This is an optimization exercise on Yosys and OpenROAD, whose aim is small area, not a production implementation.
Only simulation tests tie the RTL to the original design; equivalence was not proved.
Power and IR drop assume default switching activity.

$ cat flow/flow/synth.tcl
# The standard flow's synthesis script (synth_recipe.tcl, sourced unchanged), with one
# change: Yosys's abc pass maps the logic with flow/abc_map.script, an
# area-recovering ABC script, instead of ORFS's speed script.
proc abc {args} {
  set i [lsearch -exact $args -script]
  if { $i >= 0 } {
    lset args [expr {$i + 1}] $::env(OWN_ABC_SCRIPT)
  }
  yosys abc {*}$args
}
source $::env(OWN_WORK)/synth_recipe.tcl
$ cat flow/flow/run.sh
#!/bin/bash
# Own layout flow: the standard layout (standard.sh) with these changes:
# - synthesis is the standard flow's own script, but ABC maps the logic with an
#   area-recovering script (flow/synth.tcl, flow/abc_map.script);
# - synthesis inserts no buffers on pass-through wires, so each port gets
#   only its own port buffer, the smallest buffer cell;
# - clock tree synthesis uses clkbuf_8 leaf buffers over larger sink
#   clusters and inserts no dummy loads.
# Each tool's output goes to the ORFS logs under orfs/logs; make's own
# output goes to flow_make.log.
set -euo pipefail
export OWN_WORK="$PWD"
export OWN_ABC_SCRIPT="$PWD/flow/abc_map.script"
export SYNTH_INSBUF=0
export BUFFER_PORTS_ARGS="-buffer_cell sky130_fd_sc_hd__buf_1"
export CTS_ARGS="-sink_clustering_enable -repair_clock_nets -dont_use_dummy_load -sink_clustering_size 16 -sink_clustering_max_diameter 60 -buf_list sky130_fd_sc_hd__clkbuf_8"
bash standard.sh SYNTH_SCRIPT="$PWD/flow/synth.tcl" finish > flow_make.log 2>&1
$ cat flow/design.v
module juletre_sfd (
    input  wire       clk,
    input  wire       rst,
    input  wire       rx_valid,
    input  wire [7:0] rx_data,
    input  wire       sig_take,
    input  wire [3:0] pkt_rd_addr,
    output reg  [7:0] pkt_rd_data,
    output reg        pkt_rd_ok,
    output reg        new_data,
    output wire       evt_commit,
    output wire       evt_crc_fail,
    output wire       evt_rx_overrun
);
    reg [7:0] ring [0:31];
    reg [5:0] count;
    reg [7:0] x_head;    
    reg [7:0] x_crc;     
    reg       pay;
    reg [4:0] st;
    reg [5:0] len;       
    reg [7:0] pkt [0:15];
    reg       pkt_all;   
    wire       empty = (count == 6'd0);
    wire       full  = count[5];
    wire       push  = rx_valid && !full;
    wire       shift = push && !rst;
    assign evt_rx_overrun = rx_valid && full;
    wire [4:0] head_slot = count[4:0] - 5'd1;
    wire [7:0] raw_head  = ring[head_slot];
    wire [7:0] head_byte = raw_head ^ x_head;
    wire       hdr_phase = !pay && (st[2:0] != 3'd7);
    wire       chk_phase = !pay && (st[2:0] == 3'd7);
    wire       enough    = (count >= len);
    wire [4:0] last_slot = count[4:0] - len[4:0];
    wire [7:0] x_last    = (len == 6'd0) ? x_head : ring[last_slot];
    wire       crc_ok    = (x_last == x_crc);
    wire       chk_pass  = chk_phase && enough && crc_ok;
    wire       pay_step  = chk_pass || pay;
    wire [4:0] k         = pay ? st : 5'd0;
    wire       k_in_pay  = ({1'b0, k} < len);
    wire       pkt_we    = chk_pass || (pay && !st[4]);
    wire [7:0] pkt_wdata = k_in_pay ? head_byte : 8'h00;
    wire       last      = pay && ((len[5:4] == 2'b00 || len == 6'd16) ? (st == 5'd15)
                                                                         : ({1'b0, st} == len - 6'd1));
    wire hdr_pop = hdr_phase && !empty;
    wire pop     = hdr_pop || (pay_step && k_in_pay);
    assign evt_commit   = last;
    assign evt_crc_fail = chk_phase && enough && !crc_ok;
    reg [7:0] magic;
    always @* begin
        case (st[1:0])
            2'd0: magic = 8'h55;   
            2'd1: magic = 8'h41;   
            2'd2: magic = 8'h52;   
            default: magic = 8'h54;   
        endcase
    end
    wire [3:0] pkt_done = (pay && !st[4]) ? st[3:0] : 4'd0;
    wire [3:0] pkt_slot = pkt_rd_addr - pkt_done;
    integer i;
    always @(posedge clk) begin
        if (shift) begin
            for (i = 31; i > 0; i = i - 1)
                ring[i] <= ring[i-1];
            ring[0] <= rx_data ^ (empty ? x_head : ring[0]);
        end
        if (pkt_we) begin
            for (i = 0; i < 15; i = i + 1)
                pkt[i] <= pkt[i+1];
            pkt[15] <= pkt_wdata;
        end
        pkt_rd_data <= pkt[pkt_slot];
        if (hdr_pop && st[2:0] == 3'd4)
            len <= (head_byte > 8'd32) ? 6'd63 : head_byte[5:0];
        if (hdr_pop && st[2:0] == 3'd5 && head_byte != 8'h00)
            len <= 6'd63;
        if (hdr_pop && st[2:0] == 3'd6)
            x_crc <= x_head;
        if (pop)
            x_head <= raw_head;
    end
    always @(posedge clk) begin
        if (rst) begin
            count     <= 6'd0;
            pay       <= 1'b0;
            st        <= 5'd0;
            pkt_all   <= 1'b0;
            pkt_rd_ok <= 1'b0;
            new_data  <= 1'b0;
        end else begin
            count <= count + push - pop;
            if (hdr_pop) begin
                if (st[2]) begin
                    st <= st + 5'd1;
                end else if (head_byte == magic) begin
                    st <= st + 5'd1;
                end else begin
                    st <= 5'd0;   
                end
            end else if (evt_crc_fail) begin
                st <= 5'd0;
            end else if (pay_step) begin
                if (last) begin
                    pay <= 1'b0;
                    st  <= 5'd0;
                end else begin
                    pay <= 1'b1;
                    st  <= k + 5'd1;
                end
            end
            pkt_all   <= pkt_all || last;
            pkt_rd_ok <= pkt_all || (pay && ({1'b0, pkt_rd_addr} < st));
            new_data  <= last || (new_data && !sig_take);
        end
    end
endmodule
module juletre_bse (
    input  wire        clk,
    input  wire        rst,
    input  wire [23:0] cfg_chan_map,
    input  wire        cfg_polarity,
    input  wire [7:0]  cfg_reset_delay_us,
    input  wire        pix_we,
    input  wire [4:0]  pix_addr,
    input  wire [7:0]  pix_wdata,
    input  wire        enc_start,
    input  wire [7:0]  enc_byte,
    output wire [31:0] enc_word,
    input  wire [5:0]  fb_rd_addr,
    output wire [31:0] fb_rd_data,
    output reg         fb_rd_ok,
    input  wire        tx_start,
    output wire        tx_out,
    output reg         tx_busy,
    output reg         enc_ready,
    output reg         enc_busy,
    output wire [1:0]  enc_status
);
    reg [1:0] chan [0:2];
    reg       polarity;
    reg [3:0] rwords;
    wire [5:0] fb_last = {rwords[3], ~rwords[3], ~rwords[3], rwords[2:0]};
    reg [7:0]  cv    [1:24];
    reg [7:0]  fbd   [0:23];
    reg        fb_all;   
    reg       enc_done;
    reg [5:0] enc_pos;
    assign enc_status = {1'b0, enc_done};
    wire [8:0] cfg_rwords = ({1'b0, cfg_reset_delay_us} + 9'd19) / 9'd20;
    wire       cfg_ok     = (cfg_chan_map[7:2] == 6'd0) && (cfg_chan_map[15:10] == 6'd0) &&
                            (cfg_chan_map[23:18] == 6'd0);
    function [31:0] enc_s;
        input [7:0] s;
        input       b3;
        input       b0;
        integer i;
        reg [31:0] pre;
        begin
            for (i = 0; i < 8; i = i + 1)
                pre[4*i +: 4] = {b3, s[i], s[i], b0};
            enc_s = {pre[15:0], pre[31:16]};
        end
    endfunction
    assign enc_word = enc_s(enc_byte ^ {8{polarity}}, ~polarity, polarity);
    wire       is_data = (enc_pos != 6'd0) && (enc_pos <= 6'd24);
    wire [7:0] pval     = cv[enc_pos];
    wire [7:0] cv_wdata = rst ? 8'h00 : pix_wdata;
    reg [2:0] ch_hit;
    integer c;
    always @* begin
        for (c = 0; c < 3; c = c + 1)
            ch_hit[c] = pix_we && (pix_addr[1:0] != 2'd3) && (pix_addr[1:0] == chan[c] - 2'd1);
    end
    wire       step_last = enc_busy && (enc_pos == fb_last);
    wire [4:0] fb_done = (enc_busy && is_data) ? enc_pos[4:0] - 5'd1 : 5'd0;
    function [4:0] fb_slot;
        input [5:0] a;
        reg   [5:0] d;
        begin
            d = a - 6'd1 - {1'b0, fb_done};
            fb_slot = d[5] ? d[4:0] + 5'd24 : d[4:0];
        end
    endfunction
    reg  [11:0] tx_cnt;
    wire [5:0]  tx_word = tx_cnt[11:6];
    wire [4:0]  tx_slot = tx_cnt[5:1];
    wire        tx_data = (tx_word != 6'd0) && (tx_word <= 6'd24);
    wire [7:0]  tx_byte = fbd[fb_slot(tx_word)];
    reg         tx_level;
    always @* begin
        case (tx_slot[1:0])
            2'd0: tx_level = ~polarity;
            2'd3: tx_level = polarity;
            default: tx_level = tx_byte[3'd7 - tx_slot[4:2]];
        endcase
        if (!tx_data)
            tx_level = polarity;
    end
    assign tx_out = tx_busy ? tx_level : polarity;
    wire tx_end = (tx_cnt == {fb_last, 6'b111111});
    reg [7:0] rd_s;
    reg       rd_b3;
    wire      rd_data = (fb_rd_addr != 6'd0) && (fb_rd_addr <= 6'd24);
    assign fb_rd_data = enc_s(rd_s, rd_b3, polarity);
    always @(posedge clk) begin
        for (c = 0; c < 24; c = c + 1)
            if (rst || (ch_hit[c % 3] && pix_addr[4:2] == c / 3))
                cv[c + 1] <= cv_wdata;
        if (enc_busy && is_data) begin
            for (c = 0; c < 23; c = c + 1)
                fbd[c] <= fbd[c + 1];
            fbd[23] <= pval ^ {8{polarity}};
        end
        rd_s  <= rd_data ? fbd[fb_slot(fb_rd_addr)] : {8{polarity}};
        rd_b3 <= rd_data ^ polarity;
        enc_pos <= (enc_busy && !step_last && !rst) ? enc_pos + 6'd1 : 6'd0;
        tx_cnt  <= (tx_busy && !rst) ? tx_cnt + 12'd1 : 12'd0;
    end
    always @(posedge clk) begin
        if (rst) begin
            chan[0]   <= cfg_chan_map[1:0];
            chan[1]   <= cfg_chan_map[9:8];
            chan[2]   <= cfg_chan_map[17:16];
            polarity  <= cfg_polarity;
            rwords    <= cfg_rwords[3:0];
            enc_ready <= cfg_ok;
            fb_all    <= 1'b0;
            enc_busy  <= 1'b0;
            enc_done  <= 1'b0;
            fb_rd_ok  <= 1'b0;
            tx_busy   <= 1'b0;
        end else begin
            if (enc_busy) begin
                if (step_last) begin
                    enc_busy <= 1'b0;
                    enc_done <= 1'b1;
                    fb_all   <= 1'b1;
                end
            end else if (enc_start && enc_ready) begin
                enc_busy <= 1'b1;
                enc_done <= 1'b0;
            end
            fb_rd_ok <= enc_ready && (fb_rd_addr <= fb_last) &&
                        (fb_all || (enc_busy && fb_rd_addr < enc_pos));
            if (tx_busy) begin
                if (tx_end)
                    tx_busy <= 1'b0;
            end else if (tx_start && enc_done) begin
                tx_busy <= 1'b1;
            end
        end
    end
endmodule
module juletre (
    input  wire        clk,
    input  wire        rst,
    input  wire [23:0] cfg_chan_map,
    input  wire        cfg_polarity,
    input  wire [7:0]  cfg_reset_delay_us,
    input  wire        rx_valid,
    input  wire [7:0]  rx_data,
    input  wire        sig_take,
    input  wire [3:0]  pkt_rd_addr,
    output wire [7:0]  pkt_rd_data,
    output wire        pkt_rd_ok,
    output wire        new_data,
    output wire        evt_commit,
    output wire        evt_crc_fail,
    output wire        evt_rx_overrun,
    input  wire        pix_we,
    input  wire [4:0]  pix_addr,
    input  wire [7:0]  pix_wdata,
    input  wire        enc_start,
    input  wire [7:0]  enc_byte,
    output wire [31:0] enc_word,
    input  wire [5:0]  fb_rd_addr,
    output wire [31:0] fb_rd_data,
    output wire        fb_rd_ok,
    input  wire        tx_start,
    output wire        tx_out,
    output wire        tx_busy,
    output wire        enc_ready,
    output wire        enc_busy,
    output wire [1:0]  enc_status
);
    juletre_sfd u_sfd (
        .clk(clk), .rst(rst),
        .rx_valid(rx_valid), .rx_data(rx_data), .sig_take(sig_take),
        .pkt_rd_addr(pkt_rd_addr), .pkt_rd_data(pkt_rd_data), .pkt_rd_ok(pkt_rd_ok),
        .new_data(new_data), .evt_commit(evt_commit), .evt_crc_fail(evt_crc_fail),
        .evt_rx_overrun(evt_rx_overrun)
    );
    juletre_bse u_bse (
        .clk(clk), .rst(rst),
        .cfg_chan_map(cfg_chan_map), .cfg_polarity(cfg_polarity),
        .cfg_reset_delay_us(cfg_reset_delay_us),
        .pix_we(pix_we), .pix_addr(pix_addr), .pix_wdata(pix_wdata),
        .enc_start(enc_start), .enc_byte(enc_byte), .enc_word(enc_word),
        .fb_rd_addr(fb_rd_addr), .fb_rd_data(fb_rd_data), .fb_rd_ok(fb_rd_ok),
        .tx_start(tx_start), .tx_out(tx_out), .tx_busy(tx_busy),
        .enc_ready(enc_ready), .enc_busy(enc_busy), .enc_status(enc_status)
    );
endmodule
$ cat flow/constraint.sdc
create_clock -name core_clock -period 12.0 [get_ports {clk}]
set_input_delay 2.4000 -clock core_clock [delete_from_list [all_inputs] [get_ports {clk}]]
set_output_delay 2.4000 -clock core_clock [all_outputs]
set_load 0.01 [all_outputs]
$ cat flow/config.mk
export PLATFORM = sky130hd
export DESIGN_NAME = juletre
export DESIGN_NICKNAME = juletre
export VERILOG_FILES = /design/flow/design.v
export SDC_FILE = /design/flow/constraint.sdc
export NUM_CORES = 4
export LEC_CHECK = 0
export CAP_MARGIN = 20
export CORE_MARGIN = 2
export CORE_UTILIZATION = 70
export PLACE_DENSITY = 0.8
export SLEW_MARGIN = 20
$ cat flow/flow/abc_map.script
&get -n
&st
&dch -f
&nf -R 1000
&put
mfs2 -a
&get -n
&st
&dch -f
&nf -R 1000
&put
mfs2 -a
&get -n
&st
&dch -f
&nf -R 1000
&put
mfs2 -a
&get -n
&st
&dch -f
&nf -R 1000
&put
mfs2 -a
&get -n
&st
&dch -f
&nf -R 1000
&put
$ cat flow/standard.sh
#!/bin/bash
# synth_recipe.tcl (not shown) runs the flow's synth.tcl, then flattens the netlist and writes it again
# the make line also repeats each setting of config.mk as NAME=value (left out here)
make -C /OpenROAD-flow-scripts/flow DESIGN_CONFIG=/design/flow/config.mk WORK_HOME=/design/flow/orfs CLKGATE_MAP_FILE= SYNTH_SCRIPT=/design/flow/synth_recipe.tcl "${@:-finish}"
==> implementation parameters, run 1 <==
Parameter                              Value

Status
  Run status ... finished clean

Timing
  Transition time at the pin with the least slew margin ... approximately 1300 ps
  Setup violations, final ... 0
  Max-slew violation count ... 0
  Fin crit share ... between 80 and 90%
  Worst relative slew slack ... between 10% and 20%
  Setup repair after global routing missed its margin ... no
  Setup Skew ... approximately 67 ps
  Post-layout min period ... just under 10,000 ps
  Number of hold violations in the final report ... 0
  Setup total negative slack ... 0 ps
  Timing-limited maximum frequency ... roughly 0.10 GHz

Global routing
  Pin count of the biggest net entering global routing ... 97
  Initial antenna violation count ... 4
  Met3 Track Usage GR ... between 10% and 20%
  Global Route met2 Usage ... 62.5%
  First-pass GRT wire length ... between 150 and 200 mm
  Overall routing resource usage ... 41.6%
  GR peak layer ... met2
  GRT Residual Overflow ... 0
  Met1 track demand over resource in global routing ... about 56%
  Vias in the first global route ... approximately 26,000

Worst setup path
  Cell with the largest stage delay on the worst path ... sky130_fd_sc_hd__nor2_1
  Stage delay of the slowest cell on the critical path ... around 800 ps
  Element type at the critical path start ... flop
  Setup CP Type ... reg -> out
  Reg-to-Reg Start ... u_sfd.len[0]$_SDFFE_PP1P_
  CP max FO ... 33
  Worst path required time ... 9600 ps
  FF-to-FF path depth ... 34
  Register-to-register setup slack ... roughly 3300 ps
  Crit. End Element ... output pin
  Worst path top cell family by delay ... simple AND/OR/NAND/NOR gates
  Buffers & Inverters on Critical Path ... 2
  Data arrival time of the critical path ... roughly 7300 ps
  Endpoint of the worst-slack reg-to-reg timing path ... u_sfd.count[5]$_SDFF_PP0_

Die
  Die Footprint ... 53,000 um2
  Boundary pin count ... around 160
  Cell Rows ... 82
  CORE AREA ... around 50,000 um2
  Initial core utilization ... between 70% and 80%
  Vertical die dimension ... ~230 um
  Horiz. Die Dim ... around 230 um

Clock tree
  CTS tree ... yes
  Post-CTS setup buffer count ... 0
  H-tree depth reported by CTS ... 3
  Clock tree root buffer cell ... sky130_fd_sc_hd__clkbuf_8
  Clk Latency, worst-skew pair ... between 600 and 700 ps
  Number of buffers inserted during clock tree synthesis ... 66
  TritonCTS Sinks ... roughly 860
  Maximum clock path buffer count ... 3
  Clock slew at reported path FFs ... roughly 110 ps
  Resized cells post-CTS ... 0
  CTS Hold Bufs ... 0

Synth
  Distinct cell type count of the synthesized netlist ... 47
  Ys flop type ... sky130_fd_sc_hd__edfxtp_1
  Sequential-to-total area share from yosys stat ... between 70 and 80%
  Parity-gate share of the synthesized area counting xor and xnor cells ... roughly 2.7%
  Area share of the largest cell type after synthesis ... between 60% and 70%
  Net count of the mapped netlist ... around 2,600
  Cell type with the largest total area after synthesis ... sky130_fd_sc_hd__edfxtp_1
  Share of synthesized cell area in full adder, half adder and majority cells ... about 2.5%
  Post-synthesis async set-or-reset flop share ... 0%
  Post-synthesis average cell area ... 14.7 um2
  Number of synthesized flops with an enable pin ... 796
  Cell count after synthesis ... 2,443
  Fraction of synthesized area in multiplexers ... less than 1%
  Area fraction in compound gates after synthesis ... 14.8%
  Simple-Gate Fraction of Synth Area ... 8.86%
  Leading post-synthesis cells by cell area ... sky130_fd_sc_hd__edfxtp_1, sky130_fd_sc_hd__a222oi_1, sky130_fd_sc_hd__a22oi_1, sky130_fd_sc_hd__dfxtp_1, sky130_fd_sc_hd__ha_1
  Main combinational cell family by area after synthesis ... compound AO/OA/AOI/OAI gates
  #FFs+latches synth ... 857
  YS warnings ... 15
  Area of the mapped netlist ... 35,800 um2

Min path
  Hold EP ... u_sfd.pkt[9][2]$_DFFE_PP_
  Worst hold path cell count ... 0
  Startpoint of the worst hold path ... u_sfd.pkt[10][2]$_DFFE_PP_
  Worst min-delay path class ... reg -> reg

Finish
  Leading cell types in the layout, fill and taps excluded ... sky130_fd_sc_hd__edfxtp_1, sky130_fd_sc_hd__a222oi_1, sky130_fd_sc_hd__nor2_1, sky130_fd_sc_hd__a22oi_1, sky130_fd_sc_hd__buf_1
  Ratio of cells with drive above 1 in the final layout ... ~5.8%
  Area growth syn-to-layout ... 8.46%
  Number of nets in the finished design ... between 2,000 and 3,000
  Most common cell after layout, fill and taps aside ... sky130_fd_sc_hd__edfxtp_1
  Fill cell instance count of the final layout ... 2,767
  Diodes inserted ... 0

Detailed routing
  Detailed router's first-iteration violation count ... between 7,000 and 8,000
  Via Count ... 27,200
  Detail Route Antenna Nets ... 0
  Post-DR vias/cell ... roughly 8.0
  Detailed-router iteration count before antenna repair ... 17
  DRT Wirelength ... roughly 110 mm
  Post-route DRC violation count ... 0
  Routed wirelength normalized by instance count ... between 30 and 40 um

Placed design
  HPWL after detailed placement ... 75.5 mm
  Buffers added on ports ... between 150 and 200
  Routability-driven placement congestion ratio ... between 1 and 1.5

Power
  PwrDens ... 210 nW/um2
  Worst vdd ir ... about 0.00017 V
  Overall Power ... slightly above 0.008 W
  P_leak ... 12.6 nW

Job
  Max-cap violation count ... 0
-- how the worst max path moves through the flow --
| stage | startpoint | to | slack (ps) | depth (start not counted) |
|---|---|---|---|---|
| after floorplan | u_bse.enc_pos[0]$_SDFF_PN0_ | tx_out | 10 | 27 |
| after CTS | u_bse.enc_pos[0]$_SDFF_PN0_ | tx_out | 2490 | 29 |
| after global routing | u_bse.enc_pos[0]$_SDFF_PN0_ | tx_out | 1850 | 29 |
| after global placement | u_bse.enc_pos[0]$_SDFF_PN0_ | tx_out | 3490 | 29 |
| after detailed placement | u_bse.enc_pos[0]$_SDFF_PN0_ | tx_out | 3260 | 29 |
| final | u_bse.enc_pos[0]$_SDFF_PN0_ | tx_out | 2300 | 29 |
-- registers in the layout (all words and copies together) (netlist names), 4 cells and up --
name	count
u_sfd.ring	256
u_bse.cv	192
u_bse.fbd	192
u_sfd.pkt	128
u_bse.tx_cnt	12
u_bse.rd_s	8
u_sfd.pkt_rd_data	8
u_sfd.x_crc	8
u_sfd.x_head	8
u_bse.chan	6
u_bse.enc_pos	6
u_sfd.count	6
u_sfd.len	6
u_sfd.st	5
u_bse.rwords	4
-- cells by family after synthesis --
logic type | Yosys count
AOI/OAI and AO/OA | 666
DFF | 857
xor gates and xnor gates | 110
and+or+nand+nor | 667
adders and majority gates | 70
buffers and inverters | 62
other | 1
muxes | 10
-- synth_stat cells (2+ instances only) --
library cell	n
sky130_fd_sc_hd__dfxtp_1	61
sky130_fd_sc_hd__nor2b_1	22
sky130_fd_sc_hd__or3_1	5
sky130_fd_sc_hd__nand2b_1	18
sky130_fd_sc_hd__a222oi_1	218
sky130_fd_sc_hd__a2bb2oi_1	2
sky130_fd_sc_hd__a22o_1	15
sky130_fd_sc_hd__o21bai_1	16
sky130_fd_sc_hd__and4_1	5
sky130_fd_sc_hd__a21o_1	16
sky130_fd_sc_hd__nand3_1	93
sky130_fd_sc_hd__a31oi_1	11
sky130_fd_sc_hd__clkinv_1	62
sky130_fd_sc_hd__edfxtp_1	796
sky130_fd_sc_hd__or2_0	7
sky130_fd_sc_hd__o21a_1	7
sky130_fd_sc_hd__a22oi_1	168
sky130_fd_sc_hd__ha_1	65
sky130_fd_sc_hd__xnor2_1	67
sky130_fd_sc_hd__a21boi_0	4
sky130_fd_sc_hd__o22ai_1	6
sky130_fd_sc_hd__nor2_1	196
sky130_fd_sc_hd__a21oi_1	78
sky130_fd_sc_hd__o21ai_0	47
sky130_fd_sc_hd__a211oi_1	4
sky130_fd_sc_hd__o211ai_1	6
sky130_fd_sc_hd__nand4_1	72
sky130_fd_sc_hd__nor3b_1	8
sky130_fd_sc_hd__and3b_1	3
sky130_fd_sc_hd__fa_1	5
sky130_fd_sc_hd__a2111oi_0	5
sky130_fd_sc_hd__nor4_1	11
sky130_fd_sc_hd__nand3b_1	7
sky130_fd_sc_hd__o31ai_1	2
sky130_fd_sc_hd__nand2_1	150
sky130_fd_sc_hd__xor2_1	43
sky130_fd_sc_hd__a221o_1	3
sky130_fd_sc_hd__and2_0	8
sky130_fd_sc_hd__mux2i_1	10
sky130_fd_sc_hd__nor3_1	46
sky130_fd_sc_hd__a221oi_1	56
sky130_fd_sc_hd__and3_1	14
-- power by group --
group | internal (W) | switching, W | total [W] | leakage [nW]
sequential | 0.00354 | 0.000186 | 0.00373 | 8.01
clock | 0.000496 | 0.000887 | 0.00138 | 0.475
combinational | 0.00101 | 0.00205 | 0.00306 | 4.09
-- final cells by class --
class,count,area [um2],share of cell area (%)
repair buffers,243,1240,3.18
clock buffers,66,908,2.34
well taps,672,841,2.16
flip-flops and latches,857,25100,64.6
multi-input cells,1524,10500,27.1
inverters,62,233,0.599
-- routing by layer --
metal	vias to the layer above	wire, um
met5	-	51
met4	6	7240
met3	642	18300
met2	2936	49200
met1	12800	37100
li1	10800	-
-- through the flow --
stage          cell area, um2  util [%]  setup WS, ps  hold slack (ps)  instances
2_1_floorplan           35800         -          13.5              414       2443
3_3_place_gp            37900      75.3          3490              427       3357
3_5_place_dp            37900      75.3          3260              435       3357
4_1_cts                 38800      77.1          2490              424       3423
5_1_grt                 38900      77.1          1850              434       3424
6_report                38900      77.1          2300              427       3424
-- worst register-to-register path, delay by kind of cell, from the launching register on --
family	cells	cell delay, ps
AO/OA/AOI/OAI	12	3710
XOR/XNOR	3	610
adder cells (fa/ha/maj)	4	1200
buffers and inverters	2	190
flip-flops	1	460
AND/OR/NAND/NOR	13	2370
==> run 2: changes to the inputs <==
==> flow/flow/run.sh (replaced) <==
#!/bin/bash
# Own layout flow: the standard layout (standard.sh) with these changes:
# - synthesis is the standard flow's own script, but ABC maps the logic with an
#   area-recovering script (flow/synth.tcl, flow/abc_map.script);
# - synthesis inserts no buffers on pass-through wires, so each port gets
#   only its own port buffer, the smallest buffer cell;
# - clock tree synthesis uses clkbuf_16 leaf buffers over larger sink
#   clusters and inserts no dummy loads.
# Each tool's output goes to the ORFS logs under orfs/logs; make's own
# output goes to flow_make.log.
set -euo pipefail
export OWN_WORK="$PWD"
export OWN_ABC_SCRIPT="$PWD/flow/abc_map.script"
export SYNTH_INSBUF=0
export BUFFER_PORTS_ARGS="-buffer_cell sky130_fd_sc_hd__buf_1"
export CTS_ARGS="-sink_clustering_enable -repair_clock_nets -dont_use_dummy_load -sink_clustering_size 30 -sink_clustering_max_diameter 90 -buf_list sky130_fd_sc_hd__clkbuf_16"
bash standard.sh SYNTH_SCRIPT="$PWD/flow/synth.tcl" finish > flow_make.log 2>&1
==> run 2 against run 1 <==
Still clean on timing, DRC and antenna. First-iteration DRC count rose by 0.58%. Critical path depth fell by 1. Register-to-register slack improved by 70 ps. Critical path type unchanged. Largest power group unchanged.
==> implementation parameters, run 2 <==
Parameter                              Value

Status
  Run status ... finished clean (unchanged)

Detailed routing
  Detailed-router iteration count before antenna repair ... 14 (was 17)
  DRT Wirelength ... 113 mm (was 112 mm)
  Detail Route Antenna Nets ... 0 (unchanged)
  Detailed router's first-iteration violation count ... 7,141 (was 7,100)
  Routed wirelength normalized by instance count ... 33.3 um (was 32.7 um)
  Post-route DRC violation count ... 0 (unchanged)
  Via Count ... 27,300 (was 27,200)
  Post-DR vias/cell ... 8.05 (was 7.95)

Global routing
  Vias in the first global route ... 25,600 (about the same)
  GRT Residual Overflow ... 0 (unchanged)
  Initial antenna violation count ... 2 (was 4)
  Pin count of the biggest net entering global routing ... 97 (unchanged)
  Overall routing resource usage ... 41.9% (was 41.6%)
  First-pass GRT wire length ... 164 mm (was 162 mm)

Clock tree
  Post-CTS setup buffer count ... 0 (unchanged)
  Clock tree root buffer cell ... sky130_fd_sc_hd__clkbuf_16 (was sky130_fd_sc_hd__clkbuf_8)
  Maximum clock path buffer count ... 3 (unchanged)
  Clock slew at reported path FFs ... 110 ps (about the same)
  Resized cells post-CTS ... 0 (unchanged)
  Clk Latency, worst-skew pair ... 620 ps (was 690 ps)
  TritonCTS Sinks ... 857 (unchanged)
  Number of buffers inserted during clock tree synthesis ... 36 (was 66)
  H-tree depth reported by CTS ... 2 (was 3)
  CTS Hold Bufs ... 0 (unchanged)
  CTS tree ... yes (unchanged)

Timing
  Setup Skew ... 64.0 ps (was 67.4 ps)
  Setup violations, final ... 0 (unchanged)
  Fin crit share ... 79.8% (was 80.8%)
  Transition time at the pin with the least slew margin ... 1280 ps (was 1330 ps)
  Post-layout min period ... 9580 ps (was 9700 ps)
  Setup total negative slack ... 0 ps (unchanged)
  Max-slew violation count ... 0 (unchanged)
  Number of hold violations in the final report ... 0 (unchanged)
  Final worst hold slack ... 461 ps (was 427 ps)
  Setup repair after global routing missed its margin ... no (unchanged)
  Timing-limited maximum frequency ... 0.104 GHz (was 0.103 GHz)
  Worst relative slew slack ... 14.1% (was 10.8%)

Die
  Horiz. Die Dim ... 230 um (unchanged)
  Initial core utilization ... 71.1% (unchanged)
  Boundary pin count ... 163 (unchanged)
  Cell Rows ... 82 (unchanged)
  Vertical die dimension ... 230 um (unchanged)
  Die Footprint ... 53,000 um2 (unchanged)
  CORE AREA ... 50,400 um2 (unchanged)

Synth
  Ys flop type ... sky130_fd_sc_hd__edfxtp_1 (unchanged)
  Area of the mapped netlist ... 35,800 um2 (unchanged)
  YS warnings ... 15 (unchanged)
  Cell with the most instances after synthesis ... sky130_fd_sc_hd__edfxtp_1 (unchanged)
  Distinct cell type count of the synthesized netlist ... 47 (unchanged)
  Sequential-to-total area share from yosys stat ... 70.1% (unchanged)
  Leading post-synthesis cells by cell area ... sky130_fd_sc_hd__edfxtp_1, sky130_fd_sc_hd__a222oi_1, sky130_fd_sc_hd__a22oi_1, sky130_fd_sc_hd__dfxtp_1, sky130_fd_sc_hd__ha_1 (unchanged)
  Post-synthesis async set-or-reset flop share ... 0% (unchanged)
  Number of synthesized flops with an enable pin ... 796 (unchanged)
  Cell type with the largest total area after synthesis ... sky130_fd_sc_hd__edfxtp_1 (unchanged)
  Leading post-synthesis cells by instance count ... sky130_fd_sc_hd__edfxtp_1, sky130_fd_sc_hd__a222oi_1, sky130_fd_sc_hd__nor2_1, sky130_fd_sc_hd__a22oi_1, sky130_fd_sc_hd__nand2_1 (unchanged)
  Area share of the largest cell type after synthesis ... 66.7% (unchanged)
  Cell count after synthesis ... 2,443 (unchanged)
  Net count of the mapped netlist ... 2,592 (unchanged)
  #FFs+latches synth ... 857 (unchanged)
  Post-synthesis average cell area ... 14.7 um2 (unchanged)

Worst setup path
  Setup CP Type ... reg -> out (unchanged)
  Register-to-register setup slack ... 3390 ps (was 3320 ps)
  Crit. End Element ... output pin (unchanged)
  FF-to-FF path depth ... 34 (unchanged)
  Stage delay of the slowest cell on the critical path ... 740 ps (was 810 ps)
  Worst path required time ... 9600 ps (about the same)
  CP max FO ... 33 (unchanged)
  Element type at the critical path start ... flop (unchanged)
  Data arrival time of the critical path ... 7180 ps (was 7300 ps)
  Cell with the largest stage delay on the worst path ... sky130_fd_sc_hd__nor2_1 (unchanged)
  Reg-to-Reg Start ... u_sfd.len[0]$_SDFFE_PP1P_ (unchanged)
  Endpoint of the worst-slack reg-to-reg timing path ... u_sfd.count[5]$_SDFF_PP0_ (unchanged)

Finish
  Number of flip-flops under the largest register name ... 256 (unchanged)
  Leading cell types in the layout, fill and taps excluded ... sky130_fd_sc_hd__edfxtp_1, sky130_fd_sc_hd__a222oi_1, sky130_fd_sc_hd__nor2_1, sky130_fd_sc_hd__a22oi_1, sky130_fd_sc_hd__buf_1 (unchanged)
  Largest reg by FF count ... u_sfd.ring (unchanged)
  Number of nets in the finished design ... 2,873 (was 2,903)
  Most common cell after layout, fill and taps aside ... sky130_fd_sc_hd__edfxtp_1 (unchanged)
  Area growth syn-to-layout ... 8.45% (was 8.46%)
  Final standard cell utilization of the core ... 77.1% (about the same)
  Largest registers ... u_sfd.ring (256), u_bse.cv (192), u_bse.fbd (192) (unchanged)
  Non-filler cells, final ... 3,395 (was 3,424)
  Ratio of cells with drive above 1 in the final layout ... 4.81% (was 5.78%)

Min path
  Startpoint of the worst hold path ... u_sfd.pkt[10][2]$_DFFE_PP_ (unchanged)
  Hold EP ... u_sfd.pkt[9][2]$_DFFE_PP_ (unchanged)
  Worst hold path cell count ... 0 (unchanged)
  Worst min-delay path class ... reg -> reg (unchanged)

Power
  PwrDens ... 212 nW/um2 (was 210 nW/um2)
  P_leak ... 12.5 nW (was 12.6 nW)
  Overall Power ... 0.00823 W (was 0.00818 W)
  Cell internal power dissipation ... 0.00510 W (was 0.00505 W)
  Net switching power ... 0.00312 W (about the same)
  Worst vdd ir ... 0.000181 V (was 0.000170 V)
  Comb pwr share ... 37.5% (about the same)
  Share of total power consumed by net switching ... 38.0% (was 38.2%)
  Register share of total power ... 45.4% (was 45.6%)
  Clk pwr share ... 17.1% (was 16.9%)

Placed design
  Routability-driven placement congestion ratio ... 1.04 (unchanged)
  HPWL after detailed placement ... 75.5 mm (unchanged)
  Buffers added on ports ... 161 (unchanged)
  Placed cell count ... 3,357 (unchanged)

Job
  Max-cap violation count ... 0 (unchanged)
==> run 2: cell counts after synthesis <==
Identical to the previous run, type by type.
==> run 2: cell type report <==
cell class                 instances  area [um2]
sequential                       857       25100
timing repair buffer             243        1230
fill                            2750       11500
inverter                          62         233
tap                              672         841
multi-input combinational       1524       10500
antenna                            1        2.50
clock buffer                      36         901
==> run 2: worst max path at each step <==
| stage | startpoint | end | cells past startpoint | slack [ps] |
|---|---|---|---|---|
| floorplan | u_bse.enc_pos[0]$_SDFF_PN0_ | tx_out | 27 | 10 |
| global placement | u_bse.enc_pos[0]$_SDFF_PN0_ | tx_out | 29 | 3490 |
| detailed placement | u_bse.enc_pos[0]$_SDFF_PN0_ | tx_out | 29 | 3260 |
| CTS | u_bse.enc_pos[0]$_SDFF_PN0_ | tx_out | 29 | 2580 |
| global route | u_bse.enc_pos[0]$_SDFF_PN0_ | tx_out | 29 | 1930 |
| finish | u_bse.enc_pos[0]$_SDFF_PN0_ | tx_out | 28 | 2420 |
==> run 2: stage by stage <==
| step | worst slack [ps] | area (um2) |
|---|---|---|
| CTS | 2580 | 38800 |
| global placement | 3490 | 37900 |
| global route | 1930 | 38900 |
| floorplan | 13.5 | 35800 |
| detailed placement | 3260 | 37900 |
| finish | 2420 | 38900 |
==> run 2: critical path: cells and delay by family (launching register included) <==
| kind | cells | cell delay, ps |
|---|---|---|
| fa+ha+maj | 2 | 580 |
| compound gates | 12 | 2330 |
| flops | 1 | 420 |
| simple gates | 10 | 2610 |
| buf+inv | 2 | 270 |
| xor+xnor | 2 | 340 |
==> run 2: routing by layer <==
metal	global-route usage (%)	share of wire, %	up-vias	routed length [um]
met2	63.8	45	3072	50500
li1	-	-	10800	-
met1	55.3	33	12800	36800
met5	0	0	-	0
met3	13.4	16	654	18500
met4	19.9	6.4	0	7190
==> run 2: power by group through the flow <==
stage | Clock [W] | Combinational, W | Sequential, W
after floorplan | 0 | 0.00182 | 0.00374
final | 0.00141 | 0.00309 | 0.00373
after CTS | 0.00139 | 0.00292 | 0.00372
after detailed placement | 0 | 0.00289 | 0.00378
after global routing | 0.00148 | 0.00323 | 0.00374
after global placement | 0 | 0.00279 | 0.00377
==> run 2: cells by family after synthesis <==
| family | after synthesis | synth area share, % |
|---|---|---|
| flops | 857 | 70.1 |
| simple gates | 667 | 8.86 |
| compound gates | 666 | 14.8 |
| xor+xnor | 110 | 2.69 |
| fa+ha+maj | 70 | 2.55 |
| buf+inv | 62 | 0.649 |
| mux | 10 | 0.279 |
| other cells | 1 | 0.0105 |

-- afterwards: timing with drivers on the ports --
No port has a modelled driver above. Below, the same layouts with a new extraction and two added sets of constraints. Step 1 sets driving cells, clkbuf_16 on the clock port and buf_2 on the other inputs (assumed; they add their load-dependent delay and slew). Step 2 times the ports against the registers' clock, not the clock port: input delays grow and output delays shrink by t, the midpoint of the rising clock arrivals with the driver on. Slacks: ideal / step 1 / step 2; pairs: ideal / step 1.
run	t, ns	setup slack, ns	worst setup path after step 2	worst register clock-pin slew, ns
run 1	0.721	2.305 / 2.247 / 2.968	register to output	0.11 / 0.11
run 2	0.652	2.419 / 2.355 / 3.007	register to output	0.12 / 0.12
After both steps every run listed still meets setup and hold.
